From an optimization exercise on the open Yosys and OpenROAD flow, aimed at small area, a short achievable clock period and few clock cycles per item; shortcuts taken in it are not production practice.
Function was checked by simulation only, so behaviour that the tests miss may differ from the original.

File: flow/config.mk
export PLATFORM = sky130hd
export DESIGN_NAME = frips_core
export DESIGN_NICKNAME = frips_core
export VERILOG_FILES = /design/flow/design.v
export SDC_FILE = /design/flow/constraint.sdc
export NUM_CORES = 4
export LEC_CHECK = 0
export CAP_MARGIN = 20
export CORE_MARGIN = 2
export CORE_UTILIZATION = 40
export PLACE_DENSITY = 0.6
export SLEW_MARGIN = 20
File: flow/constraint.sdc
create_clock -name core_clock -period 22.0 [get_ports {clk}]
set_input_delay 4.4000 -clock core_clock [delete_from_list [all_inputs] [get_ports {clk}]]
set_output_delay 4.4000 -clock core_clock [all_outputs]
set_load 0.01 [all_outputs]
File: flow/design.v
module frips_rps_cvt (
    input  wire [31:0] raw,
    input  wire [31:0] bt,
    output wire [23:0] t_m,      
    output wire        t_rb,     
    output wire [4:0]  t_e,      
    output wire        upd
);
    wire [31:0] ticks = raw - bt;
    assign upd = (ticks >= 32'd654);
    reg [4:0]  lz;
    integer    i;
    always @* begin
        lz = 5'd0;
        for (i = 0; i < 32; i = i + 1)
            if (ticks[i]) lz = 5'd31 - i[4:0];
    end
    wire [31:0] tn = ticks << lz;
    assign t_m  = tn[31:8];
    assign t_rb = tn[7] & ((|tn[6:0]) | tn[8]);
    assign t_e  = 5'd31 - lz;
endmodule
module frips_rps_den (
    input  wire [23:0] t_m,
    input  wire        t_rb,
    input  wire [4:0]  t_e,
    output wire [23:0] md,
    output wire [5:0]  ed
);
    wire [31:0] p = {t_m, 8'd0} - {5'd0, t_m, 3'd0} - {7'd0, t_m, 1'b0} - {8'd0, t_m}
                  + (t_rb ? 32'd245 : 32'd0);
    wire        hi   = p[31];
    wire [23:0] mant = hi ? p[31:8] : p[30:7];
    wire        g    = hi ? p[7] : p[6];
    wire        s    = hi ? (|p[6:0]) : (|p[5:0]);
    wire        up   = g & (s | mant[0]);
    wire [24:0] mr   = {1'b0, mant} + {24'd0, up};
    assign md = mr[24] ? 24'h800000 : mr[23:0];
    assign ed = {1'b0, t_e} + 6'd7 + {5'd0, hi} + {5'd0, mr[24]};
endmodule
module frips_div_step (
    input  wire [25:0] r,
    input  wire [25:0] d,
    output wire [25:0] ro,
    output wire [1:0]  q
);
    wire [27:0] r4 = {r, 2'b00};
    wire [28:0] s1 = {1'b0, r4} - {3'b0, d};
    wire [28:0] s2 = {1'b0, r4} - {2'b0, d, 1'b0};
    wire [28:0] s3 = {1'b0, r4} - {2'b0, d, 1'b0} - {3'b0, d};
    assign q  = !s3[28] ? 2'd3 : !s2[28] ? 2'd2 : !s1[28] ? 2'd1 : 2'd0;
    assign ro = !s3[28] ? s3[25:0] : !s2[28] ? s2[25:0] : !s1[28] ? s1[25:0] : r4[25:0];
endmodule
module frips_rps_raw (
    input  wire [25:0] q,
    input  wire        remnz,
    input  wire [5:0]  ed,
    output wire [30:0] raw       
);
    wire        hi   = q[25];
    wire [23:0] mant = hi ? q[25:2] : q[24:1];
    wire        g    = hi ? q[1] : q[0];
    wire        s    = hi ? (q[0] | remnz) : remnz;
    wire        up   = g & (s | mant[0]);
    wire [24:0] mr   = {1'b0, mant} + {24'd0, up};
    wire [7:0]  e    = 8'd149 - {2'd0, ed} + {7'd0, hi} + {7'd0, mr[24]};
    assign raw = {e, mr[24] ? 23'd0 : mr[22:0]};
endmodule
module frips_rps_avg (
    input  wire [30:0] f,
    input  wire [30:0] r,
    output wire [30:0] y
);
    wire        fz   = (f[30:23] == 8'd0);
    wire        f_big = (f[30:23] >= r[30:23]);
    wire [7:0]  el   = f_big ? f[30:23] : r[30:23];
    wire [7:0]  es   = f_big ? r[30:23] : f[30:23];
    wire [23:0] ml   = f_big ? {1'b1, f[22:0]} : {1'b1, r[22:0]};
    wire [23:0] ms   = f_big ? {1'b1, r[22:0]} : {1'b1, f[22:0]};
    wire [7:0]  d    = el - es;
    wire [49:0] sh   = {ms, 26'd0} >> d;
    wire [26:0] msx  = (d >= 8'd27) ? 27'd1 : {sh[49:24], |sh[23:0]};
    wire [27:0] sum  = {1'b0, ml, 3'b000} + {1'b0, msx};
    wire [26:0] n    = sum[27] ? {sum[27:2], sum[1] | sum[0]} : sum[26:0];
    wire        up   = n[2] & (n[1] | n[0] | n[3]);
    wire [24:0] mr   = {1'b0, n[26:3]} + {24'd0, up};
    wire [7:0]  e    = el + {7'd0, sum[27]} + {7'd0, mr[24]} - 8'd1;
    wire [30:0] yn   = {e, mr[24] ? 23'd0 : mr[22:0]};
    assign y = fz ? {r[30:23] - 8'd1, r[22:0]} : yn;
endmodule
module frips_pi_err (
    input  wire [30:0] f,
    output reg  [31:0] e
);
    wire [7:0]  ef = f[30:23];
    wire [23:0] mf = {1'b1, f[22:0]};
    wire [23:0] dn = (ef == 8'd127) ? (24'h000000 - mf) : (mf - 24'h800000);   
    reg  [4:0]  lz;
    integer     i;
    always @* begin
        lz = 5'd0;
        for (i = 0; i < 24; i = i + 1)
            if (dn[i]) lz = 5'd23 - i[4:0];
    end
    wire [23:0] dnn = dn << lz;
    wire [23:0] two = 24'h800000 >> (ef - 8'd128);
    wire [23:0] dh  = mf - two;
    wire [7:0]  r   = 8'd126 - ef;
    wire [48:0] fs  = {1'b0, mf, 24'd0} >> ((ef == 8'd0) ? 8'd49 : (r > 8'd48 ? 8'd48 : r));
    wire [24:0] fi  = fs[48:24];
    wire        st  = |fs[23:0];
    wire [25:0] w   = 26'h2000000 - {1'b0, fi} - {25'd0, st};
    wire        up  = w[0] & (st | w[1]);
    wire [24:0] ml  = {1'b0, w[24:1]} + {24'd0, up};    
    always @* begin
        if (ef < 8'd127) begin
            if (w[25] || ml[24])
                e = 32'h40000000;                       
            else
                e = {1'b0, 8'd127, ml[22:0]};
        end else if (ef == 8'd127 || ef == 8'd128) begin
            if (dn == 24'd0)
                e = 32'h00000000;
            else
                e = {ef == 8'd128, ((ef == 8'd127) ? 8'd127 : 8'd128) - {3'd0, lz}, dnn[22:0]};
        end else begin
            if (dh[23])
                e = {1'b1, ef, dh[22:0]};
            else
                e = {1'b1, ef - 8'd1, dh[21:0], 1'b0};
        end
    end
endmodule
module frips_pi_pd (
    input  wire [31:0] e,
    output wire [31:0] p,
    output wire [31:0] d
);
    wire        ez = (e[30:23] == 8'd0);
    wire [23:0] m  = {1'b1, e[22:0]};
    wire [7:0]  ee = e[30:23];
    wire [26:0] x   = {1'b0, m, 2'b00} + {3'b000, m};
    wire        xh  = x[26];
    wire [23:0] xm  = xh ? x[26:3] : x[25:2];
    wire        xg  = xh ? x[2] : x[1];
    wire        xs  = xh ? (|x[1:0]) : x[0];
    wire        xu  = xg & (xs | xm[0]);
    wire [24:0] xr  = {1'b0, xm} + {24'd0, xu};
    wire [7:0]  pe  = ee + 8'd4 + {7'd0, xh} + {7'd0, xr[24]};
    assign p = ez ? {e[31], 31'd0} : {e[31], pe, xr[24] ? 23'd0 : xr[22:0]};
    wire [47:0] y = {m, 23'd0} + {7'd0, m, 17'd0} + {8'd0, m, 16'd0} + {12'd0, m, 12'd0}
                  + {15'd0, m, 9'd0} + {17'd0, m, 7'd0} - {20'd0, m, 4'd0} - {24'd0, m};
    wire        yh  = y[47];
    wire [23:0] ym  = yh ? y[47:24] : y[46:23];
    wire        yg  = yh ? y[23] : y[22];
    wire        ys  = yh ? (|m[22:0]) : (|m[21:0]);
    wire        yu  = yg & (ys | ym[0]);
    wire [24:0] yr  = {1'b0, ym} + {24'd0, yu};
    wire [7:0]  de  = ee - 8'd6 + {7'd0, yh} + {7'd0, yr[24]};
    assign d = ez ? {e[31], 31'd0} : {e[31], de, yr[24] ? 23'd0 : yr[22:0]};
endmodule
module frips_add1 (
    input  wire [31:0] a,
    input  wire [31:0] b,
    output wire [27:0] sum,
    output wire [7:0]  el,
    output wire        sl,
    output wire        spec,      
    output wire [31:0] ys
);
    wire        az    = (a[30:23] == 8'd0);
    wire        bz    = (b[30:23] == 8'd0);
    wire        a_big = (a[30:0] >= b[30:0]);
    assign      sl    = a_big ? a[31] : b[31];
    wire        ss    = a_big ? b[31] : a[31];
    assign      el    = a_big ? a[30:23] : b[30:23];
    wire [7:0]  es    = a_big ? b[30:23] : a[30:23];
    wire [23:0] ml    = a_big ? {1'b1, a[22:0]} : {1'b1, b[22:0]};
    wire [23:0] ms    = a_big ? {1'b1, b[22:0]} : {1'b1, a[22:0]};
    wire [7:0]  dd    = el - es;
    wire [49:0] sh    = {ms, 26'd0} >> dd;
    wire [26:0] msx   = (dd >= 8'd27) ? 27'd1 : {sh[49:24], |sh[23:0]};
    wire [26:0] mlx   = {ml, 3'b000};
    assign sum  = (sl == ss) ? ({1'b0, mlx} + {1'b0, msx}) : ({1'b0, mlx} - {1'b0, msx});
    assign spec = az | bz | ((sl != ss) && (mlx == msx) && (dd == 8'd0));
    assign ys   = (az & bz) ? {a[31] & b[31], 31'd0} : bz ? a : az ? b : 32'd0;
endmodule
module frips_add2 (
    input  wire [27:0] sum,
    input  wire [7:0]  el,
    input  wire        sl,
    input  wire        spec,
    input  wire [31:0] ys,
    output wire [31:0] y
);
    reg  [4:0]  lz;
    integer     i;
    always @* begin
        lz = 5'd0;
        for (i = 0; i < 27; i = i + 1)
            if (sum[i]) lz = 5'd26 - i[4:0];
    end
    wire [26:0] nl  = sum[26:0] << lz;
    wire [26:0] n   = sum[27] ? {sum[27:2], sum[1] | sum[0]} : nl;
    wire [8:0]  e0  = sum[27] ? {1'b0, el} + 9'd1 : {1'b0, el} - {4'd0, lz};
    wire        up  = n[2] & (n[1] | n[0] | n[3]);
    wire [24:0] mr  = {1'b0, n[26:3]} + {24'd0, up};
    wire [8:0]  e   = e0 + {8'd0, mr[24]};
    assign y = spec ? ys : {sl, e[7:0], mr[24] ? 23'd0 : mr[22:0]};
endmodule
module frips_pi_i (
    input  wire [31:0] a,
    output wire [31:0] i
);
    wire        az = (a[30:23] == 8'd0);
    wire [23:0] m  = {1'b1, a[22:0]};
    wire [28:0] x  = {1'b0, m, 4'd0} + {2'b0, m, 3'd0} + {5'd0, m};
    wire        xh = x[28];
    wire [23:0] xm = xh ? x[28:5] : x[27:4];
    wire        xg = xh ? x[4] : x[3];
    wire        xs = xh ? (|x[3:0]) : (|x[2:0]);
    wire        xu = xg & (xs | xm[0]);
    wire [24:0] xr = {1'b0, xm} + {24'd0, xu};
    wire [7:0]  ie = a[30:23] + 8'd5 + {7'd0, xh} + {7'd0, xr[24]};
    assign i = az ? {a[31], 31'd0} : {a[31], ie, xr[24] ? 23'd0 : xr[22:0]};
endmodule
module frips_pi_x (
    input  wire [31:0] u,
    output wire [26:0] xr
);
    wire        uz   = (u[30:23] == 8'd0);
    wire        lt0  = u[31] & !uz;
    wire        gt   = !u[31] & (u[30:0] > 31'h42C80000);
    wire [31:0] o    = lt0 ? 32'd0 : gt ? 32'h42C80000 : u;
    wire        oz   = (o[30:23] == 8'd0);
    wire [7:0]  eo   = o[30:23];
    wire [23:0] mo   = {1'b1, o[22:0]};
    wire [26:0] ohi  = {3'b0, mo} << (eo - 8'd131);             
    wire [7:0]  rsh  = 8'd131 - eo;
    wire [4:0]  rs   = (rsh > 8'd30) ? 5'd30 : rsh[4:0];
    wire [55:0] olo  = {mo, 32'd0} >> rs;
    wire        lo   = !oz && (eo < 8'd131);
    wire [26:0] oi   = oz ? 27'd0 : lo ? {3'b0, olo[55:32]} : ohi;
    wire        st   = lo && (|olo[31:0]);
    wire [26:0] w    = 27'd52428800 - oi - {26'd0, st};    
    wire        b25  = w[25] | w[26];
    wire        b24  = w[24];
    wire        up2  = w[1] & (w[0] | st | w[2]);             
    wire        up1  = w[0] & (st | w[1]);                    
    assign xr = b25 ? ({w[26:2], 2'b00} + {24'd0, up2, 2'b00}) :
                b24 ? ({w[26:1], 1'b0} + {25'd0, up1, 1'b0}) : w;
endmodule
module frips_pi_y (
    input  wire [26:0] xr,
    output wire [14:0] v
);
    wire [34:0] z   = {xr, 8'd0} - {8'd0, xr};
    wire [14:0] zi  = z[33:19];
    wire [18:0] fr  = z[18:0];
    reg         c;
    integer     k;
    always @* begin
        c = 1'b0;
        for (k = 5; k < 15; k = k + 1)
            if (zi[k] && (zi >> (k + 1)) == 15'd0)
                c = &(fr | ((19'd1 << (k - 5)) - 19'd1));
    end
    assign v = zi + {14'd0, c} + 15'd50;
endmodule
module frips_pi_ocr (
    input  wire [14:0] v,
    output wire [7:0]  ocr
);
    wire [27:0] t = v * 13'd5243;
    assign ocr = t[26:19];
endmodule
module frips_core (
    input  wire        clk,
    input  wire        rst,
    input  wire        ev_valid,
    input  wire [19:0] ev,
    output wire        ev_ready,
    output wire [7:0]  ocr0,
    output wire [7:0]  ocr1,
    output wire [3:0]  dir,
    output wire        halt,
    output reg         pwm_clr,
    output wire [31:0] rps0,         
    output wire [31:0] rps1,         
    output wire [31:0] pi_acc0,      
    output wire [31:0] pi_acc1       
);
    localparam [31:0] DURATION = 32'd376;
    localparam [23:0] MF       = 24'hF42400;    
    localparam [3:0]  PI_LAT   = 4'd11;          
    localparam [3:0] OP_IDLE = 4'h0, OP_OVF = 4'h1, OP_EDGE0 = 4'h2, OP_EDGE1 = 4'h3,
                     OP_SAMPLE = 4'h4, OP_RX = 4'h5, OP_STEP = 4'h6, OP_RESET = 4'hF;
    reg [15:0] roll;
    reg [31:0] raw_tick [0:1];
    reg [31:0] buf_tick [0:1];
    reg [30:0] frps     [0:1];      
    reg [31:0] acc      [0:1];
    reg [7:0]  ocr      [0:1];
    reg [1:0]  meas_ready;
    reg        tick_ready;
    reg        cmd_ready;
    reg [6:0]  pending;
    reg        running;             
    reg [31:0] elapsed;
    reg [2:0]  phase;
    reg [3:0]  dir_r;
    reg        halted;
    reg        rdy;                 
    reg        wait_r;              
    reg        wait_p;              
    reg        wm;
    assign ev_ready = rdy;
    assign ocr0     = ocr[0];
    assign ocr1     = ocr[1];
    assign dir      = dir_r;
    assign halt     = halted;
    assign rps0     = {1'b0, frps[0]};
    assign rps1     = {1'b0, frps[1]};
    assign pi_acc0  = acc[0];
    assign pi_acc1  = acc[1];
    wire [3:0] op    = ev[19:16];
    wire       take  = ev_valid && rdy;
    wire       act   = take && !halted;
    wire       do_rs = rst || (take && op == OP_RESET);
    wire       edge0 = act && op == OP_EDGE0;
    wire       edge1 = act && op == OP_EDGE1;
    wire       step  = act && op == OP_STEP;
    reg        r_busy;
    reg        r_m;
    reg [3:0]  r_cnt;
    reg [1:0]  r_req;               
    reg [1:0]  r_val;               
    reg [1:0]  r_upd;               
    reg [30:0] rn [0:1];
    reg [23:0] s_tm;
    reg        s_trb;
    reg [4:0]  s_te;
    reg [23:0] s_md;
    reg [5:0]  s_ed;
    reg [25:0] s_d2;
    reg [25:0] s_r;
    reg [25:0] s_q;
    reg [30:0] s_raw;
    wire       r_pref  = (phase == 3'd1);
    wire       r_sm    = (r_req[0] && r_req[1]) ? r_pref : r_req[1];
    wire       r_start = !r_busy && (r_req != 2'b00);
    wire       r_cm    = r_busy ? r_m : r_sm;
    wire       r_hit   = r_cm ? edge1 : edge0;
    wire [23:0] c_tm;
    wire        c_trb;
    wire [4:0]  c_te;
    wire        c_upd;
    frips_rps_cvt u_cvt (.raw(raw_tick[r_cm]), .bt(buf_tick[r_cm]),
                         .t_m(c_tm), .t_rb(c_trb), .t_e(c_te), .upd(c_upd));
    wire [23:0] c_md;
    wire [5:0]  c_ed;
    frips_rps_den u_den (.t_m(s_tm), .t_rb(s_trb), .t_e(s_te), .md(c_md), .ed(c_ed));
    wire [25:0] dv_r0 = (r_cnt == 4'd2) ? {2'b00, MF} : s_r;
    wire [25:0] dv_r1, dv_r2;
    wire [1:0]  dv_q1, dv_q2;
    frips_div_step u_ds1 (.r(dv_r0), .d(s_d2), .ro(dv_r1), .q(dv_q1));
    frips_div_step u_ds2 (.r(dv_r1), .d(s_d2), .ro(dv_r2), .q(dv_q2));
    wire [30:0] c_raw;
    frips_rps_raw u_raw (.q({s_q[23:0], dv_q1}), .remnz(dv_r1 != 26'd0), .ed(s_ed), .raw(c_raw));
    wire [30:0] c_avg;
    frips_rps_avg u_avg (.f(frps[r_m]), .r(s_raw), .y(c_avg));
    reg        pa_m;
    reg        pb_m, pc1_m, pc2_m, pd_m, pe1_m, pe2_m, pf_m, pg_m, ph_m;
    reg [31:0] pb_e;
    reg [31:0] pc1_p, pc1_d;
    reg [31:0] pc2_p;
    reg [27:0] pc2_sum; reg [7:0] pc2_el; reg pc2_sl, pc2_spec; reg [31:0] pc2_ys;
    reg [31:0] pd_p, pd_a;
    reg [31:0] pe1_p, pe1_i;
    reg [27:0] pe2_sum; reg [7:0] pe2_el; reg pe2_sl, pe2_spec; reg [31:0] pe2_ys;
    reg [31:0] pf_u;
    reg [26:0] pg_x;
    reg [14:0] ph_v;
    reg [31:0] na [0:1];
    reg [7:0]  no [0:1];
    reg [3:0]  pcnt [0:1];          
    wire [31:0] a_e;
    frips_pi_err u_err (.f(frps[pa_m]), .e(a_e));
    wire [31:0] b_p, b_d;
    frips_pi_pd u_pd (.e(pb_e), .p(b_p), .d(b_d));
    wire [27:0] c_sum; wire [7:0] c_el; wire c_sl, c_spec; wire [31:0] c_ys;
    frips_add1 u_c1 (.a(acc[pc1_m]), .b(pc1_d), .sum(c_sum), .el(c_el), .sl(c_sl),
                     .spec(c_spec), .ys(c_ys));
    wire [31:0] c_a;
    frips_add2 u_c2 (.sum(pc2_sum), .el(pc2_el), .sl(pc2_sl), .spec(pc2_spec), .ys(pc2_ys),
                     .y(c_a));
    wire [31:0] d_i;
    frips_pi_i u_i (.a(pd_a), .i(d_i));
    wire [27:0] e_sum; wire [7:0] e_el; wire e_sl, e_spec; wire [31:0] e_ys;
    frips_add1 u_e1 (.a(pe1_p), .b(pe1_i), .sum(e_sum), .el(e_el), .sl(e_sl),
                     .spec(e_spec), .ys(e_ys));
    wire [31:0] e_u;
    frips_add2 u_e2 (.sum(pe2_sum), .el(pe2_el), .sl(pe2_sl), .spec(pe2_spec), .ys(pe2_ys),
                     .y(e_u));
    wire [26:0] f_x;
    frips_pi_x u_x (.u(pf_u), .xr(f_x));
    wire [14:0] g_v;
    frips_pi_y u_y (.xr(pg_x), .v(g_v));
    wire [7:0]  h_ocr;
    frips_pi_ocr u_ocr (.v(ph_v), .ocr(h_ocr));
    always @(posedge clk) begin
        pa_m  <= do_rs ? 1'b0 : ~pa_m;
        pb_m  <= pa_m;   pb_e <= a_e;
        pc1_m <= pb_m;   pc1_p <= b_p; pc1_d <= b_d;
        pc2_m <= pc1_m;  pc2_p <= pc1_p;
        pc2_sum <= c_sum; pc2_el <= c_el; pc2_sl <= c_sl; pc2_spec <= c_spec; pc2_ys <= c_ys;
        pd_m  <= pc2_m;  pd_p <= pc2_p; pd_a <= c_a;
        pe1_m <= pd_m;   pe1_p <= pd_p; pe1_i <= d_i;
        pe2_m <= pe1_m;
        pe2_sum <= e_sum; pe2_el <= e_el; pe2_sl <= e_sl; pe2_spec <= e_spec; pe2_ys <= e_ys;
        pf_m  <= pe2_m;  pf_u <= e_u;
        pg_m  <= pf_m;   pg_x <= f_x;
        ph_m  <= pg_m;   ph_v <= g_v;
        na[pd_m] <= pd_a;
        no[ph_m] <= h_ocr;
    end
    wire pi_ok = (pcnt[0] >= PI_LAT) && (pcnt[1] >= PI_LAT);
    wire [6:0] code = pending;
    wire       sm   = phase[0];
    reg        f_com;
    reg        f_m;
    reg        p_com;
    reg        p_clr;               
    always @(posedge clk) begin
        pwm_clr <= 1'b0;
        if (do_rs) begin
            roll        <= 16'd0;
            raw_tick[0] <= 32'd0;
            raw_tick[1] <= 32'd0;
            buf_tick[0] <= 32'd0;
            buf_tick[1] <= 32'd0;
            frps[0]     <= 31'd0;
            frps[1]     <= 31'd0;
            acc[0]      <= 32'd0;
            acc[1]      <= 32'd0;
            ocr[0]      <= 8'hFF;
            ocr[1]      <= 8'hFF;
            meas_ready  <= 2'b00;
            tick_ready  <= 1'b0;
            cmd_ready   <= 1'b0;
            pending     <= 7'd0;
            running     <= 1'b0;
            elapsed     <= 32'd0;
            phase       <= 3'd0;
            dir_r       <= 4'b0000;
            halted      <= 1'b0;
            rdy         <= 1'b1;
            wait_r      <= 1'b0;
            wait_p      <= 1'b0;
            wm          <= 1'b0;
            r_busy      <= 1'b0;
            r_req       <= 2'b00;
            r_val       <= 2'b00;
            r_cnt       <= 4'd0;
            pcnt[0]     <= 4'd0;
            pcnt[1]     <= 4'd0;
        end else begin
            if (pcnt[0] != 4'd15) pcnt[0] <= pcnt[0] + 4'd1;
            if (pcnt[1] != 4'd15) pcnt[1] <= pcnt[1] + 4'd1;
            if (r_busy || r_start) begin
                if (r_hit) begin
                    r_busy <= 1'b0;                        
                end else begin
                    case (r_busy ? r_cnt : 4'd0)
                        4'd0: begin
                            r_m   <= r_sm;
                            r_req[r_sm] <= 1'b0;
                            s_tm  <= c_tm; s_trb <= c_trb; s_te <= c_te;
                            if (c_upd) begin
                                r_busy <= 1'b1;
                                r_cnt  <= 4'd1;
                            end else begin
                                r_val[r_sm] <= 1'b1;
                                r_upd[r_sm] <= 1'b0;
                            end
                        end
                        4'd1: begin
                            s_md  <= c_md; s_ed <= c_ed;
                            s_d2  <= {1'b0, c_md, 1'b0};
                            r_cnt <= 4'd2;
                        end
                        4'd8: begin                        
                            s_raw <= c_raw;
                            r_cnt <= 4'd9;
                        end
                        4'd9: begin
                            rn[r_m]    <= c_avg;
                            r_val[r_m] <= 1'b1;
                            r_upd[r_m] <= 1'b1;
                            r_busy     <= 1'b0;
                            r_cnt      <= 4'd0;
                        end
                        default: begin                     
                            s_r   <= dv_r2;
                            s_q   <= {s_q[21:0], dv_q1, dv_q2};
                            r_cnt <= r_cnt + 4'd1;
                        end
                    endcase
                end
            end
            if (wait_r && r_val[wm]) begin
                if (r_upd[wm]) begin
                    frps[wm] <= rn[wm];
                    pcnt[wm] <= 4'd0;
                end
                meas_ready[wm] <= 1'b0;
                wait_r <= 1'b0;
                rdy    <= 1'b1;
            end
            if (wait_p && pi_ok) begin
                acc[0]  <= na[0];
                acc[1]  <= na[1];
                ocr[0]  <= no[0];
                ocr[1]  <= no[1];
                pcnt[0] <= 4'd0;
                pcnt[1] <= 4'd0;
                pwm_clr <= 1'b1;
                wait_p  <= 1'b0;
                rdy     <= 1'b1;
            end
            if (act) begin
                case (op)
                    OP_IDLE: ;
                    OP_OVF: roll <= roll + 16'd1;
                    OP_EDGE0, OP_EDGE1: begin
                        buf_tick[op[0]]   <= raw_tick[op[0]];
                        raw_tick[op[0]]   <= {roll, ev[15:0]};
                        meas_ready[op[0]] <= 1'b1;
                        r_req[op[0]]      <= 1'b1;
                        r_val[op[0]]      <= 1'b0;
                    end
                    OP_SAMPLE: begin
                        tick_ready <= 1'b1;
                        if (running) elapsed <= elapsed + 32'd1;
                    end
                    OP_RX: begin
                        pending   <= ev[6:0];
                        cmd_ready <= 1'b1;
                    end
                    OP_STEP: begin
                        phase <= (phase == 3'd4) ? 3'd0 : phase + 3'd1;
                        case (phase)
                            3'd0, 3'd1: if (meas_ready[sm]) begin
                                if (r_val[sm]) begin
                                    if (r_upd[sm]) begin
                                        frps[sm] <= rn[sm];
                                        pcnt[sm] <= 4'd0;
                                    end
                                    meas_ready[sm] <= 1'b0;
                                end else begin
                                    wm     <= sm;
                                    wait_r <= 1'b1;
                                    rdy    <= 1'b0;
                                end
                            end
                            3'd2: if (tick_ready) begin
                                tick_ready <= 1'b0;
                                if (running) begin
                                    if (pi_ok) begin
                                        acc[0]  <= na[0];
                                        acc[1]  <= na[1];
                                        ocr[0]  <= no[0];
                                        ocr[1]  <= no[1];
                                        pcnt[0] <= 4'd0;
                                        pcnt[1] <= 4'd0;
                                        pwm_clr <= 1'b1;
                                    end else begin
                                        wait_p <= 1'b1;
                                        rdy    <= 1'b0;
                                    end
                                end
                            end
                            3'd3: if (cmd_ready && !running) begin
                                case (code)
                                    7'h77: dir_r <= 4'b0101;
                                    7'h73: dir_r <= 4'b1010;
                                    7'h61: dir_r <= 4'b0110;
                                    7'h64: dir_r <= 4'b1001;
                                    7'h78: dir_r <= 4'b0000;
                                    default: ;
                                endcase
                                elapsed   <= 32'd0;
                                running   <= 1'b1;
                                cmd_ready <= 1'b0;
                            end
                            default: if (running && elapsed >= DURATION) begin
                                ocr[0]    <= 8'hFF;
                                ocr[1]    <= 8'hFF;
                                acc[0]    <= 32'd0;
                                acc[1]    <= 32'd0;
                                pcnt[0]   <= 4'd0;
                                pcnt[1]   <= 4'd0;
                                running   <= 1'b0;
                                cmd_ready <= 1'b0;
                            end
                        endcase
                    end
                    default: halted <= 1'b1;
                endcase
            end
        end
    end
endmodule
File: flow/run.sh
#!/bin/bash
# synth_recipe.tcl (not shown) runs the flow's synth.tcl, then flattens the netlist and writes it again
# the make line also repeats each setting of config.mk as NAME=value (left out here)
make -C /OpenROAD-flow-scripts/flow DESIGN_CONFIG=/design/flow/config.mk WORK_HOME=/design/flow/orfs CLKGATE_MAP_FILE= SYNTH_SCRIPT=/design/flow/synth_recipe.tcl finish
==> summary.txt, run 1 <==
# TYPE chip_impl_metric gauge
chip_impl_metric{name="hold_viol_final",unit=""} 0
chip_impl_metric{name="path_max_fanout",unit=""} 44
chip_impl_info{name="cp-start-kind",value="flip-flop"} 1
chip_impl_metric{name="fin_worst_hold_slack",unit="ns"} 0.310
chip_impl_metric{name="initial_utilization",unit=""} 0.402
chip_impl_metric{name="drt-vias-per-instance",unit=""} 5.83
chip_impl_metric{name="avgRoutedWirePerCell",unit="um"} 21.1
chip_impl_metric{name="io_pins",unit=""} 174
chip_impl_metric{name="grt_max_degree",unit=""} 67
chip_impl_metric{name="cts_setup_buffers",unit=""} 0
chip_impl_metric{name="synth-async-reset-ratio",unit=""} 0
chip_impl_metric{name="grt_pass1_vias",unit=""} 90200
chip_impl_metric{name="floorplan_core_area",unit="um^2"} 265000
chip_impl_metric{name="grt_usage",unit=""} 0.247
chip_impl_metric{name="fin_crit_sh",unit=""} 0.801
chip_impl_metric{name="post_cts_hold_buffer_count",unit=""} 0
chip_impl_metric{name="cp_data_required_time",unit="ns"} 22.51
chip_impl_metric{name="nNetsFinal",unit=""} 13900
chip_impl_info{name="outcome",value="no timing/DRC/antenna violations"} 1
chip_impl_metric{name="fin_setup_tns",unit="ns"} 0
chip_impl_info{name="cts_root_buffer",value="sky130_fd_sc_hd__clkbuf_16"} 1
chip_impl_metric{name="clock_tree.buffer_depth",unit=""} 4
chip_impl_info{name="yosys_most_used_dff",value="sky130_fd_sc_hd__dfxtp_1"} 1
chip_impl_metric{name="worstMarginPinSlew",unit="ns"} 1.07
chip_impl_metric{name="min_period",unit="ns"} 17.63
chip_impl_metric{name="placementRows",unit=""} 189
chip_impl_metric{name="netlist_area",unit="um^2"} 107000
chip_impl_metric{name="die_h",unit="um"} 520
chip_impl_metric{name="cts.clk_slew.worst_paths",unit="ns"} 0.06
chip_impl_metric{name="yosysUniqueCellTypes",unit=""} 120
chip_impl_metric{name="gp_congestion",unit=""} 0.989
chip_impl_metric{name="post-route-drc-count",unit=""} 0
chip_impl_metric{name="numPortBuffers",unit=""} 171
chip_impl_metric{name="finClkSkew",unit="ns"} 0.0394
chip_impl_info{name="crit_type",value="reg -> reg"} 1
chip_impl_metric{name="detail_route.first_pass.iterations",unit=""} 6
chip_impl_metric{name="worst-endpoint-arrival",unit="ns"} 18.14
chip_impl_metric{name="floorplan.die_area",unit="um^2"} 271000
chip_impl_metric{name="final-max-slew-violation-count",unit=""} 0
chip_impl_metric{name="timing.slew.headroom",unit=""} 0.264
chip_impl_info{name="hold_path_class",value="reg -> reg"} 1
chip_impl_metric{name="antenna_left",unit=""} 0
chip_impl_metric{name="max_stage_delay_on_crit_path",unit="ns"} 0.67
chip_impl_info{name="worst_path_max_delay_cell",value="sky130_fd_sc_hd__mux4_2"} 1
chip_impl_info{name="endpoint_kind",value="flip-flop"} 1
chip_impl_metric{name="cts_max_level",unit=""} 4
chip_impl_metric{name="synth.yosys.warnings",unit=""} 9
chip_impl_metric{name="timing.max_cap.violations",unit=""} 0
chip_impl_metric{name="n_fill_cell",unit=""} 26400
chip_impl_metric{name="place.detailed.hpwl",unit="um"} 269000
chip_impl_metric{name="grt_overflow_total",unit=""} 0
chip_impl_metric{name="clkLatencyLatePin",unit="ns"} 0.81
chip_impl_metric{name="layout-drive-gt1-share",unit=""} 0.0657
chip_impl_metric{name="utilization",unit=""} 0.441
chip_impl_metric{name="yosys_register_bits",unit=""} 1127
chip_impl_metric{name="synth_sequential_area_ratio",unit=""} 0.256
chip_impl_info{name="tritoncts",value="done"} 1
chip_impl_metric{name="post_synth_edffs",unit=""} 475
chip_impl_metric{name="postCtsResizedCells",unit=""} 0
chip_impl_metric{name="grt_first_pass_wirelength",unit="um"} 536000
chip_impl_metric{name="area_growth_syn_to_layout",unit="%"} 9.62
chip_impl_metric{name="die_w",unit="um"} 520
chip_impl_metric{name="detailroute.via_count",unit=""} 96000
chip_impl_metric{name="detail_route.iter0.violations",unit=""} 8955
chip_impl_metric{name="antenna_violations_before_repair",unit=""} 12
chip_impl_metric{name="detailed_route_wl",unit="um"} 347000
chip_impl_metric{name="cts_made_buffers",unit=""} 139
chip_impl_metric{name="synth_area_per_cell",unit="um^2"} 8.27
chip_impl_metric{name="synth_cells",unit=""} 12900
chip_impl_metric{name="timing.final.setup_violations",unit=""} 0
chip_impl_info{name="grt_setup_unrepaired",value="false"} 1
chip_impl_metric{name="achievable-frequency",unit="MHz"} 56.7
chip_impl_metric{name="numClockSinks",unit=""} 1127
state kept, by name, summed over array words and instances, names as in the netlist, 32 cells and up, named ones only:
name / flops
acc: 64
pd_a: 32
pf_u: 32
na: 64
raw_tick: 64
elapsed: 32
pc2_p: 32
pe2_ys: 32
pc1_p: 32
buf_tick: 64
rn: 62
pc2_ys: 32
pb_e: 32
pe1_i: 32
pe1_p: 32
pd_p: 32
frps: 62
cells in the mapped netlist (all sizes together) (200+ instances only):
cell	number	area share
a21oi	937	0.044
nand3	381	0.018
xnor2	514	0.042
inv	977	0.034
ha	857	0.10
o21ai	742	0.035
and2	237	0.014
nor2	1189	0.042
mux2i	443	0.042
a211oi	200	0.014
nand2	1063	0.037
clkbuf	448	0.016
fa	253	0.047
xor2	275	0.023
nor3	379	0.018
dfxtp	652	0.12
edfxtp	475	0.13
worst max-delay path: cells and delay by family, from the launching register on:
kind	cells	cell delay (ns)
compound gates	32	7.99
simple gates	15	3.62
buf+inv	8	2.16
fa+ha+maj	7	1.73
mux	2	1.21
flops	1	0.32
xor+xnor	2	0.23
layout by cell type, fill, tap and decap left out, types with 367 or more instances in the layout:
cell type | netlist | routed
sky130_fd_sc_hd__xnor2_1 | 513 | 509
sky130_fd_sc_hd__edfxtp_1 | 475 | 475
sky130_fd_sc_hd__a21oi_1 | 934 | 928
sky130_fd_sc_hd__nand2_1 | 1062 | 1058
sky130_fd_sc_hd__o21ai_0 | 712 | 708
sky130_fd_sc_hd__nand3_1 | 380 | 378
sky130_fd_sc_hd__ha_1 | 857 | 857
sky130_fd_sc_hd__inv_1 | 968 | 968
sky130_fd_sc_hd__nor2_1 | 1189 | 1178
sky130_fd_sc_hd__dfxtp_1 | 652 | 646
sky130_fd_sc_hd__nor3_1 | 374 | 367
sky130_fd_sc_hd__mux2i_1 | 443 | 442
final timing paths:
check / startpoint / cells past startpoint / to / slack, ns
setup reg to reg: flip-flop / 66 / rn[1][30] / 4.37
hold / removal: pd_p[1] / 0 / pe1_p[1] / 0.31
setup / recovery: flip-flop / 66 / rn[1][30] / 4.37
hold reg to reg: pd_p[1] / 0 / pe1_p[1] / 0.31
cells by family (layout without fill, tap and decap cells):
family | count (synthesis) | after routing | share of synthesized area
buffers and inverters | 1575 | 1593 | 0.0570
XOR/XNOR | 789 | 789 | 0.0649
AND/OR/NAND/NOR | 4109 | 4109 | 0.183
adder cells (fa/ha/maj) | 1110 | 1110 | 0.148
flip-flops | 1127 | 1127 | 0.256
AO/OA/AOI/OAI | 3488 | 3488 | 0.215
other | 1 | 4 | 0.0000352
multiplexers | 695 | 695 | 0.0763
layout make-up:
class | count | area (um^2) | share of cell area
Multi-Input combinational cell | 10200 | 73600 | 0.630
Inverter | 991 | 3720 | 0.0318
Tap cell | 3533 | 4420 | 0.0378
Clock buffer | 184 | 3920 | 0.0335
Clock inverter | 65 | 773 | 0.00661
Antenna cell | 2 | 5.00 | 0.0000428
Timing Repair Buffer | 353 | 3120 | 0.0267
Sequential cell | 1127 | 27300 | 0.234
per-stage QoR:
stage / instance area, um^2 / instances / setup slack [ns]
floorplan: 107000 / 12900 / 6.45
detailed placement: 112000 / 16200 / 4.59
global route: 117000 / 16400 / 3.26
CTS: 117000 / 16400 / 4.50
global placement: 112000 / 16200 / 4.66
finish: 117000 / 16400 / 4.37
metal layers:
layer,GRT usage,part of all wire
met1,0.350,0.46
met2,0.377,0.43
met3,0.0374,0.073
met4,0.0966,0.042
met5,0,0.000078
Testbench counts, summed over its fixed seeds: cycles 122,664, events 52,567.
==> run 2, diff against run 1 <==
--- a/flow/design.v
+++ b/flow/design.v
@@ -1,3 +1,32 @@
+module frips_ksadd #(parameter W = 8) (
+    input  wire [W-1:0] a,
+    input  wire [W-1:0] b,
+    input  wire         ci,
+    output wire [W-1:0] s,
+    output wire         co
+);
+    localparam L = (W < 16) ? 4 : (W < 32) ? 5 : 6;    
+    wire [W:0] g [0:L];
+    wire [W:0] p [0:L];
+    assign g[0] = {a & b, ci};
+    assign p[0] = {a ^ b, 1'b0};
+    genvar k, j;
+    generate
+        for (k = 0; k < L; k = k + 1) begin : lv
+            for (j = 0; j <= W; j = j + 1) begin : bt
+                if (j >= (1 << k)) begin : c
+                    assign g[k+1][j] = g[k][j] | (p[k][j] & g[k][j - (1 << k)]);
+                    assign p[k+1][j] = p[k][j] & p[k][j - (1 << k)];
+                end else begin : n
+                    assign g[k+1][j] = g[k][j];
+                    assign p[k+1][j] = p[k][j];
+                end
+            end
+        end
+    endgenerate
+    assign s  = (a ^ b) ^ g[L][W-1:0];
+    assign co = g[L][W];
+endmodule
 module frips_rps_cvt (
     input  wire [31:0] raw,
     input  wire [31:0] bt,
@@ -45,11 +74,18 @@
     output wire [1:0]  q
 );
     wire [27:0] r4 = {r, 2'b00};
-    wire [28:0] s1 = {1'b0, r4} - {3'b0, d};
-    wire [28:0] s2 = {1'b0, r4} - {2'b0, d, 1'b0};
-    wire [28:0] s3 = {1'b0, r4} - {2'b0, d, 1'b0} - {3'b0, d};
-    assign q  = !s3[28] ? 2'd3 : !s2[28] ? 2'd2 : !s1[28] ? 2'd1 : 2'd0;
-    assign ro = !s3[28] ? s3[25:0] : !s2[28] ? s2[25:0] : !s1[28] ? s1[25:0] : r4[25:0];
+    wire [27:0] n1 = ~{2'b00, d};
+    wire [27:0] n2 = ~{1'b0, d, 1'b0};
+    wire [27:0] cs = r4 ^ n1 ^ n2;
+    wire [27:0] cc = {(r4[26:0] & n1[26:0]) | (r4[26:0] & n2[26:0]) | (n1[26:0] & n2[26:0]), 1'b1};
+    wire [27:0] s1, s2, s3;
+    wire        c1, c2, c3, c3x;
+    frips_ksadd #(28) a1 (.a(r4), .b(n1), .ci(1'b1), .s(s1), .co(c1));
+    frips_ksadd #(28) a2 (.a(r4), .b(n2), .ci(1'b1), .s(s2), .co(c2));
+    frips_ksadd #(28) a3 (.a(cs), .b(cc), .ci(1'b1), .s(s3), .co(c3x));
+    assign c3 = ~s3[27] & c2;
+    assign q  = c3 ? 2'd3 : c2 ? 2'd2 : c1 ? 2'd1 : 2'd0;
+    assign ro = c3 ? s3[25:0] : c2 ? s2[25:0] : c1 ? s1[25:0] : r4[25:0];
 endmodule
 module frips_rps_raw (
     input  wire [25:0] q,
@@ -66,27 +102,36 @@
     wire [7:0]  e    = 8'd149 - {2'd0, ed} + {7'd0, hi} + {7'd0, mr[24]};
     assign raw = {e, mr[24] ? 23'd0 : mr[22:0]};
 endmodule
-module frips_rps_avg (
+module frips_rps_avg1 (
     input  wire [30:0] f,
     input  wire [30:0] r,
+    output wire [27:0] sum,
+    output wire [7:0]  el
+);
+    wire        fz    = (f[30:23] == 8'd0);
+    wire        f_big = !fz && (f[30:23] >= r[30:23]);
+    assign      el    = f_big ? f[30:23] : r[30:23];
+    wire [7:0]  es    = f_big ? r[30:23] : f[30:23];
+    wire [23:0] ml    = f_big ? {1'b1, f[22:0]} : {1'b1, r[22:0]};
+    wire [23:0] ms    = f_big ? {1'b1, r[22:0]} : {1'b1, f[22:0]};
+    wire [7:0]  d     = el - es;
+    wire [49:0] sh    = {ms, 26'd0} >> d;
+    wire [26:0] msx   = fz ? 27'd0 : (d >= 8'd27) ? 27'd1 : {sh[49:24], |sh[23:0]};
+    wire [26:0] sm;
+    wire        sc;
+    frips_ksadd #(27) u_s (.a({ml, 3'b000}), .b(msx), .ci(1'b0), .s(sm), .co(sc));
+    assign sum = {sc, sm};
+endmodule
+module frips_rps_avg2 (
+    input  wire [27:0] sum,
+    input  wire [7:0]  el,
     output wire [30:0] y
 );
-    wire        fz   = (f[30:23] == 8'd0);
-    wire        f_big = (f[30:23] >= r[30:23]);
-    wire [7:0]  el   = f_big ? f[30:23] : r[30:23];
-    wire [7:0]  es   = f_big ? r[30:23] : f[30:23];
-    wire [23:0] ml   = f_big ? {1'b1, f[22:0]} : {1'b1, r[22:0]};
-    wire [23:0] ms   = f_big ? {1'b1, r[22:0]} : {1'b1, f[22:0]};
-    wire [7:0]  d    = el - es;
-    wire [49:0] sh   = {ms, 26'd0} >> d;
-    wire [26:0] msx  = (d >= 8'd27) ? 27'd1 : {sh[49:24], |sh[23:0]};
-    wire [27:0] sum  = {1'b0, ml, 3'b000} + {1'b0, msx};
     wire [26:0] n    = sum[27] ? {sum[27:2], sum[1] | sum[0]} : sum[26:0];
     wire        up   = n[2] & (n[1] | n[0] | n[3]);
     wire [24:0] mr   = {1'b0, n[26:3]} + {24'd0, up};
     wire [7:0]  e    = el + {7'd0, sum[27]} + {7'd0, mr[24]} - 8'd1;
-    wire [30:0] yn   = {e, mr[24] ? 23'd0 : mr[22:0]};
-    assign y = fz ? {r[30:23] - 8'd1, r[22:0]} : yn;
+    assign y = {e, mr[24] ? 23'd0 : mr[22:0]};
 endmodule
 module frips_pi_err (
     input  wire [30:0] f,
@@ -181,7 +226,11 @@
     wire [49:0] sh    = {ms, 26'd0} >> dd;
     wire [26:0] msx   = (dd >= 8'd27) ? 27'd1 : {sh[49:24], |sh[23:0]};
     wire [26:0] mlx   = {ml, 3'b000};
-    assign sum  = (sl == ss) ? ({1'b0, mlx} + {1'b0, msx}) : ({1'b0, mlx} - {1'b0, msx});
+    wire        sub   = (sl != ss);
+    wire [26:0] sm;
+    wire        sc;
+    frips_ksadd #(27) u_s (.a(mlx), .b(msx ^ {27{sub}}), .ci(sub), .s(sm), .co(sc));
+    assign sum  = {sc & ~sub, sm};
     assign spec = az | bz | ((sl != ss) && (mlx == msx) && (dd == 8'd0));
     assign ys   = (az & bz) ? {a[31] & b[31], 31'd0} : bz ? a : az ? b : 32'd0;
 endmodule
@@ -224,9 +273,10 @@
     wire [7:0]  ie = a[30:23] + 8'd5 + {7'd0, xh} + {7'd0, xr[24]};
     assign i = az ? {a[31], 31'd0} : {a[31], ie, xr[24] ? 23'd0 : xr[22:0]};
 endmodule
-module frips_pi_x (
+module frips_pi_x1 (
     input  wire [31:0] u,
-    output wire [26:0] xr
+    output wire [26:0] oi,
+    output wire        st
 );
     wire        uz   = (u[30:23] == 8'd0);
     wire        lt0  = u[31] & !uz;
@@ -240,8 +290,14 @@
     wire [4:0]  rs   = (rsh > 8'd30) ? 5'd30 : rsh[4:0];
     wire [55:0] olo  = {mo, 32'd0} >> rs;
     wire        lo   = !oz && (eo < 8'd131);
-    wire [26:0] oi   = oz ? 27'd0 : lo ? {3'b0, olo[55:32]} : ohi;
-    wire        st   = lo && (|olo[31:0]);
+    assign oi = oz ? 27'd0 : lo ? {3'b0, olo[55:32]} : ohi;
+    assign st = lo && (|olo[31:0]);
+endmodule
+module frips_pi_x2 (
+    input  wire [26:0] oi,
+    input  wire        st,
+    output wire [26:0] xr
+);
     wire [26:0] w    = 27'd52428800 - oi - {26'd0, st};    
     wire        b25  = w[25] | w[26];
     wire        b24  = w[24];
@@ -271,7 +327,7 @@
     input  wire [14:0] v,
     output wire [7:0]  ocr
 );
-    wire [27:0] t = v * 13'd5243;
+    wire [27:0] t = {1'b0, v, 12'd0} + {3'b0, v, 10'd0} + {6'b0, v, 7'd0} - {11'b0, v, 2'd0} - {13'b0, v};
     assign ocr = t[26:19];
 endmodule
 module frips_core (
@@ -292,7 +348,7 @@
 );
     localparam [31:0] DURATION = 32'd376;
     localparam [23:0] MF       = 24'hF42400;    
-    localparam [3:0]  PI_LAT   = 4'd11;          
+    localparam [3:0]  PI_LAT   = 4'd12;          
     localparam [3:0] OP_IDLE = 4'h0, OP_OVF = 4'h1, OP_EDGE0 = 4'h2, OP_EDGE1 = 4'h3,
                      OP_SAMPLE = 4'h4, OP_RX = 4'h5, OP_STEP = 4'h6, OP_RESET = 4'hF;
     reg [15:0] roll;
@@ -346,6 +402,9 @@
     reg [25:0] s_r;
     reg [25:0] s_q;
     reg [30:0] s_raw;
+    reg [30:0] s_f;
+    reg [27:0] s_asum;
+    reg [7:0]  s_ael;
     wire       r_pref  = (phase == 3'd1);
     wire       r_sm    = (r_req[0] && r_req[1]) ? r_pref : r_req[1];
     wire       r_start = !r_busy && (r_req != 2'b00);
@@ -360,15 +419,17 @@
     wire [23:0] c_md;
     wire [5:0]  c_ed;
     frips_rps_den u_den (.t_m(s_tm), .t_rb(s_trb), .t_e(s_te), .md(c_md), .ed(c_ed));
-    wire [25:0] dv_r0 = (r_cnt == 4'd2) ? {2'b00, MF} : s_r;
     wire [25:0] dv_r1, dv_r2;
     wire [1:0]  dv_q1, dv_q2;
-    frips_div_step u_ds1 (.r(dv_r0), .d(s_d2), .ro(dv_r1), .q(dv_q1));
+    frips_div_step u_ds1 (.r(s_r), .d(s_d2), .ro(dv_r1), .q(dv_q1));
     frips_div_step u_ds2 (.r(dv_r1), .d(s_d2), .ro(dv_r2), .q(dv_q2));
     wire [30:0] c_raw;
     frips_rps_raw u_raw (.q({s_q[23:0], dv_q1}), .remnz(dv_r1 != 26'd0), .ed(s_ed), .raw(c_raw));
+    wire [27:0] c_asum;
+    wire [7:0]  c_ael;
+    frips_rps_avg1 u_avg1 (.f(s_f), .r(s_raw), .sum(c_asum), .el(c_ael));
     wire [30:0] c_avg;
-    frips_rps_avg u_avg (.f(frps[r_m]), .r(s_raw), .y(c_avg));
+    frips_rps_avg2 u_avg2 (.sum(s_asum), .el(s_ael), .y(c_avg));
     reg        pa_m;
     reg        pb_m, pc1_m, pc2_m, pd_m, pe1_m, pe2_m, pf_m, pg_m, ph_m;
     reg [31:0] pb_e;
@@ -380,12 +441,27 @@
     reg [27:0] pe2_sum; reg [7:0] pe2_el; reg pe2_sl, pe2_spec; reg [31:0] pe2_ys;
     reg [31:0] pf_u;
     reg [26:0] pg_x;
+    reg [26:0] pf2_oi;
+    reg        pf2_st, pf2_m;
     reg [14:0] ph_v;
     reg [31:0] na [0:1];
     reg [7:0]  no [0:1];
     reg [3:0]  pcnt [0:1];          
+    wire        pend0 = (phase == 3'd3) || (phase == 3'd4) || (phase == 3'd0) || (wait_r && !wm);
+    wire        pend1 = pend0 || (phase == 3'd1) || (wait_r && wm);
+    wire [1:0]  spec  = wait_p ? 2'b00 : (meas_ready & {pend1, pend0});
+    wire [1:0]  unk   = spec & ~r_val;
+    wire [1:0]  usern = spec & r_val & r_upd;
+    wire [30:0] feff0 = usern[0] ? rn[0] : frps[0];
+    wire [30:0] feff1 = usern[1] ? rn[1] : frps[1];
+    reg  [30:0] fprev0, fprev1;
+    always @(posedge clk) begin
+        fprev0 <= feff0;
+        fprev1 <= feff1;
+    end
+    wire [1:0]  fchg = unk | {feff1 != fprev1, feff0 != fprev0};
     wire [31:0] a_e;
-    frips_pi_err u_err (.f(frps[pa_m]), .e(a_e));
+    frips_pi_err u_err (.f(pa_m ? fprev1 : fprev0), .e(a_e));
     wire [31:0] b_p, b_d;
     frips_pi_pd u_pd (.e(pb_e), .p(b_p), .d(b_d));
     wire [27:0] c_sum; wire [7:0] c_el; wire c_sl, c_spec; wire [31:0] c_ys;
@@ -402,8 +478,11 @@
     wire [31:0] e_u;
     frips_add2 u_e2 (.sum(pe2_sum), .el(pe2_el), .sl(pe2_sl), .spec(pe2_spec), .ys(pe2_ys),
                      .y(e_u));
+    wire [26:0] f_oi;
+    wire        f_st;
+    frips_pi_x1 u_x1 (.u(pf_u), .oi(f_oi), .st(f_st));
     wire [26:0] f_x;
-    frips_pi_x u_x (.u(pf_u), .xr(f_x));
+    frips_pi_x2 u_x2 (.oi(pf2_oi), .st(pf2_st), .xr(f_x));
     wire [14:0] g_v;
     frips_pi_y u_y (.xr(pg_x), .v(g_v));
     wire [7:0]  h_ocr;
@@ -419,12 +498,13 @@
         pe2_m <= pe1_m;
         pe2_sum <= e_sum; pe2_el <= e_el; pe2_sl <= e_sl; pe2_spec <= e_spec; pe2_ys <= e_ys;
         pf_m  <= pe2_m;  pf_u <= e_u;
-        pg_m  <= pf_m;   pg_x <= f_x;
+        pf2_m <= pf_m;   pf2_oi <= f_oi; pf2_st <= f_st;
+        pg_m  <= pf2_m;  pg_x <= f_x;
         ph_m  <= pg_m;   ph_v <= g_v;
         na[pd_m] <= pd_a;
         no[ph_m] <= h_ocr;
     end
-    wire pi_ok = (pcnt[0] >= PI_LAT) && (pcnt[1] >= PI_LAT);
+    wire pi_ok = (pcnt[0] >= PI_LAT) && (pcnt[1] >= PI_LAT) && (fchg == 2'b00);
     wire [6:0] code = pending;
     wire       sm   = phase[0];
     reg        f_com;
@@ -465,8 +545,8 @@
             pcnt[0]     <= 4'd0;
             pcnt[1]     <= 4'd0;
         end else begin
-            if (pcnt[0] != 4'd15) pcnt[0] <= pcnt[0] + 4'd1;
-            if (pcnt[1] != 4'd15) pcnt[1] <= pcnt[1] + 4'd1;
+            if (fchg[0]) pcnt[0] <= 4'd0; else if (pcnt[0] != 4'd15) pcnt[0] <= pcnt[0] + 4'd1;
+            if (fchg[1]) pcnt[1] <= 4'd0; else if (pcnt[1] != 4'd15) pcnt[1] <= pcnt[1] + 4'd1;
             if (r_busy || r_start) begin
                 if (r_hit) begin
                     r_busy <= 1'b0;                        
@@ -487,13 +567,20 @@
                         4'd1: begin
                             s_md  <= c_md; s_ed <= c_ed;
                             s_d2  <= {1'b0, c_md, 1'b0};
+                            s_r   <= {2'b00, MF};
                             r_cnt <= 4'd2;
                         end
                         4'd8: begin                        
                             s_raw <= c_raw;
+                            s_f   <= frps[r_m];
                             r_cnt <= 4'd9;
                         end
                         4'd9: begin
+                            s_asum <= c_asum;
+                            s_ael  <= c_ael;
+                            r_cnt  <= 4'd10;
+                        end
+                        4'd10: begin
                             rn[r_m]    <= c_avg;
                             r_val[r_m] <= 1'b1;
                             r_upd[r_m] <= 1'b1;
@@ -511,7 +598,6 @@
             if (wait_r && r_val[wm]) begin
                 if (r_upd[wm]) begin
                     frps[wm] <= rn[wm];
-                    pcnt[wm] <= 4'd0;
                 end
                 meas_ready[wm] <= 1'b0;
                 wait_r <= 1'b0;
@@ -554,7 +640,6 @@
                                 if (r_val[sm]) begin
                                     if (r_upd[sm]) begin
                                         frps[sm] <= rn[sm];
-                                        pcnt[sm] <= 4'd0;
                                     end
                                     meas_ready[sm] <= 1'b0;
                                 end else begin
==> run 2 against run 1 <==
Compared with the run above: worst hold slack better by 0.0087 ns; critical endpoint is now pc1_d[29]; largest cell class unchanged; via count down 4.5%; non-clock buffer count fell by 46; still clean.
==> summary.txt, run 2 <==
# TYPE chip_impl_metric gauge
chip_impl_metric{name="fin_setup_tns",unit="ns"} 0
chip_impl_metric{name="numPortBuffers",unit=""} 171
chip_impl_metric{name="postCtsResizedCells",unit=""} 0
chip_impl_metric{name="grt_max_degree",unit=""} 80
chip_impl_metric{name="rrSetupSlack",unit="ns"} 11.50
chip_impl_metric{name="cp.depth",unit=""} 36
chip_impl_metric{name="floorplan_core_area",unit="um^2"} 268000
chip_impl_info{name="tritoncts",value="done"} 1
chip_impl_metric{name="path_max_fanout",unit=""} 32
chip_impl_metric{name="netlist_area",unit="um^2"} 108000
chip_impl_info{name="worst_path_max_delay_cell",value="sky130_fd_sc_hd__dfxtp_1"} 1
chip_impl_info{name="reg2reg_from",value="pb_e[1]"} 1
chip_impl_metric{name="initial_utilization",unit=""} 0.402
chip_impl_metric{name="detailed_route_wl",unit="um"} 333000
chip_impl_info{name="synth.cells.most_frequent",value="sky130_fd_sc_hd__nand2_1, sky130_fd_sc_hd__nor2_1, sky130_fd_sc_hd__a21oi_1"} 1
chip_impl_metric{name="detailroute.via_count",unit=""} 91700
chip_impl_metric{name="post_synth_edffs",unit=""} 542
chip_impl_info{name="grt_setup_unrepaired",value="false"} 1
chip_impl_metric{name="fin_crit_sh",unit=""} 0.477
chip_impl_metric{name="yosysUniqueCellTypes",unit=""} 125
chip_impl_metric{name="buffers_plus_inverters_on_the_worst_setup_path",unit=""} 3
chip_impl_info{name="cts_root_buffer",value="sky130_fd_sc_hd__clkbuf_16"} 1
chip_impl_info{name="crit_type",value="reg -> reg"} 1
chip_impl_metric{name="place.detailed.hpwl",unit="um"} 259000
chip_impl_info{name="mostFrequentLayoutCell",value="sky130_fd_sc_hd__nand2_1"} 1
chip_impl_metric{name="number_of_placed_instances_taps_included",unit=""} 15800
chip_impl_metric{name="yosys_register_bits",unit=""} 1284
chip_impl_metric{name="yosysTopAreaCellShare",unit=""} 0.151
chip_impl_info{name="netlist.top_cell.by_area",value="sky130_fd_sc_hd__edfxtp_1"} 1
chip_impl_info{name="cp_top_family",value="adder cells"} 1
chip_impl_info{name="yosys_most_used_dff",value="sky130_fd_sc_hd__dfxtp_1"} 1
chip_impl_metric{name="cts_setup_buffers",unit=""} 0
chip_impl_metric{name="post-route-drc-count",unit=""} 0
chip_impl_metric{name="nNetsFinal",unit=""} 13500
chip_impl_metric{name="timing.max_cap.violations",unit=""} 0
chip_impl_info{name="hold_path_class",value="reg -> reg"} 1
chip_impl_metric{name="floorplan.die_area",unit="um^2"} 273000
chip_impl_metric{name="timing.final.setup_violations",unit=""} 0
chip_impl_metric{name="layout.cell_area.non_filler",unit="um^2"} 118000
chip_impl_info{name="worst_setup_path_startpoint",value="pb_e[1]"} 1
chip_impl_metric{name="n_fill_cell",unit=""} 26300
chip_impl_metric{name="cts_made_buffers",unit=""} 143
chip_impl_metric{name="placementRows",unit=""} 190
chip_impl_metric{name="grt_first_pass_wirelength",unit="um"} 513000
chip_impl_info{name="endpoint_kind",value="flip-flop"} 1
chip_impl_metric{name="cts.clk_slew.worst_paths",unit="ns"} 0.06
chip_impl_metric{name="achievable-frequency",unit="MHz"} 95.2
chip_impl_info{name="cp-start-kind",value="flip-flop"} 1
chip_impl_metric{name="avgRoutedWirePerCell",unit="um"} 20.7
chip_impl_metric{name="synth_cells",unit=""} 12500
chip_impl_metric{name="io_pins",unit=""} 174
chip_impl_info{name="layout.cells.most_common_list",value="sky130_fd_sc_hd__nand2_1, sky130_fd_sc_hd__nor2_1, sky130_fd_sc_hd__a21oi_1"} 1
chip_impl_metric{name="timing.slew.headroom",unit=""} 0.230
chip_impl_info{name="yosys.cell_count.top_type",value="sky130_fd_sc_hd__nand2_1"} 1
chip_impl_info{name="timing.critical_path.mode_cell",value="sky130_fd_sc_hd__fa_1"} 1
chip_impl_metric{name="cp_data_required_time",unit="ns"} 22.73
chip_impl_metric{name="synth_sequential_area_ratio",unit=""} 0.289
chip_impl_metric{name="numClockSinks",unit=""} 1284
chip_impl_metric{name="finClkSkew",unit="ns"} 0.0653
chip_impl_metric{name="fin_cells",unit=""} 16100
chip_impl_metric{name="min_period",unit="ns"} 10.50
chip_impl_metric{name="layout-drive-gt1-share",unit=""} 0.0681
chip_impl_metric{name="final-max-slew-violation-count",unit=""} 0
chip_impl_metric{name="seq_area",unit="um^2"} 31100
chip_impl_metric{name="clkLatencyLatePin",unit="ns"} 0.84
chip_impl_metric{name="gp_congestion",unit=""} 0.950
chip_impl_info{name="setup_crit_end",value="pc1_d[29]"} 1
chip_impl_metric{name="synth-async-reset-ratio",unit=""} 0
chip_impl_metric{name="fin_worst_hold_slack",unit="ns"} 0.319
chip_impl_info{name="crit-reg2reg-capture",value="pc1_d[29]"} 1
chip_impl_metric{name="dpl_cell_area",unit="um^2"} 113000
chip_impl_metric{name="detail_route.first_pass.iterations",unit=""} 6
chip_impl_metric{name="antenna_left",unit=""} 0
chip_impl_metric{name="cts_max_level",unit=""} 4
chip_impl_metric{name="grt_usage",unit=""} 0.237
chip_impl_metric{name="multi_input_comb_area",unit="um^2"} 71500
chip_impl_metric{name="worst-endpoint-arrival",unit="ns"} 11.23
chip_impl_metric{name="die_h",unit="um"} 523
chip_impl_metric{name="max_stage_delay_on_crit_path",unit="ns"} 0.96
chip_impl_metric{name="worstMarginPinSlew",unit="ns"} 1.14
chip_impl_metric{name="post_cts_hold_buffer_count",unit=""} 0
chip_impl_info{name="synth_area_leaders",value="sky130_fd_sc_hd__edfxtp_1, sky130_fd_sc_hd__dfxtp_1, sky130_fd_sc_hd__ha_1"} 1
chip_impl_metric{name="r2r.worst_path.cells",unit=""} 36
chip_impl_metric{name="hold_viol_final",unit=""} 0
chip_impl_metric{name="antenna_violations_before_repair",unit=""} 3
chip_impl_info{name="outcome",value="no timing/DRC/antenna violations"} 1
chip_impl_metric{name="detail_route.iter0.violations",unit=""} 8886
chip_impl_metric{name="drt-vias-per-instance",unit=""} 5.70
chip_impl_metric{name="synth_area_per_cell",unit="um^2"} 8.62
chip_impl_metric{name="clock_tree.buffer_depth",unit=""} 3
chip_impl_metric{name="area_growth_syn_to_layout",unit="%"} 9.71
chip_impl_metric{name="die_w",unit="um"} 523
chip_impl_metric{name="grt_overflow_total",unit=""} 0
chip_impl_metric{name="grt_pass1_vias",unit=""} 85900
chip_impl_metric{name="synth.yosys.warnings",unit=""} 13
run 2: changes by cell type after synthesis, sizes merged, moves of 80 or more:
cell	previous run	this run
nand2	1063	1214
inv	977	855
nor3	379	258
dfxtp	652	742
nor2	1189	992
mux2i	443	524
xnor2	514	603
a21oi	937	857
run 2: through the flow:
step,setup WS (ns),utilization
3_3_place_gp,11.81,0.422
5_1_grt,10.50,0.441
3_5_place_dp,11.63,0.422
6_report,11.50,0.441
4_1_cts,11.58,0.441
2_1_floorplan,9.85,-
run 2: per-layer routing:
| metal | part of all wire | vias to the layer above | GRT usage |
|---|---|---|---|
| met1 | 0.46 | 43600 | 0.340 |
| met4 | 0.040 | 0 | 0.0881 |
| met3 | 0.061 | 486 | 0.0301 |
| met2 | 0.43 | 2866 | 0.364 |
| li1 | - | 44700 | - |
| met5 | 0 | - | 0 |
run 2: cell families after synthesis:
family	Yosys count	share of synthesized area
compound gates	3187	0.193
xor+xnor	946	0.0771
fa+ha+maj	1034	0.138
buf+inv	1380	0.0495
flops	1284	0.289
mux	814	0.0845
other cells	1	0.0000349
simple gates	3831	0.168
run 2: worst min-delay path by stage:
stage,endpoint,start,cells after the start
after floorplan,pc1_m,pb_m,0
after global placement,ph_m,pg_m,0
after detailed placement,pc2_p[4],pc1_p[4],0
after CTS,pf2_m,pf_m,0
after global routing,pc2_p[12],pc1_p[12],0
final,pc2_p[22],pc1_p[22],0
run 2: cell type report:
class | instances | area share
Sequential cell | 1284 | 0.264
Tap cell | 3552 | 0.0377
Timing Repair Buffer | 307 | 0.0232
Antenna cell | 3 | 0.0000636
Clock inverter | 88 | 0.00959
Inverter | 862 | 0.0274
Multi-Input combinational cell | 9814 | 0.606
Clock buffer | 180 | 0.0326
Testbench counts of run 2, summed over its fixed seeds: cycles 130,780, events 52,567.

## port drivers added, routing unchanged
The flow's constraints put no driver on any port. The routed layouts listed below were extracted and timed again, unchanged, in two steps.
Step 1 assumes that a clkbuf_16 drives the clock port and a buf_2 every other input.
Step 2 moves the port delays by t, midway between the first and last clock arrival at a register: inputs arrive t later, outputs are due t later. That takes back most of the time a late clock gives input paths.
Three values: no drivers, after step 1, after step 2; two values: the first two.
run | t, ns | slack for setup (ns) | slew at the worst register clock pin (ns)
run 1 | 0.877 | 4.372 / 4.372 / 4.372 | 0.07 / 0.07
run 2 | 0.893 | 11.496 / 11.496 / 11.496 | 0.07 / 0.07
After both steps every run listed still meets setup and hold.
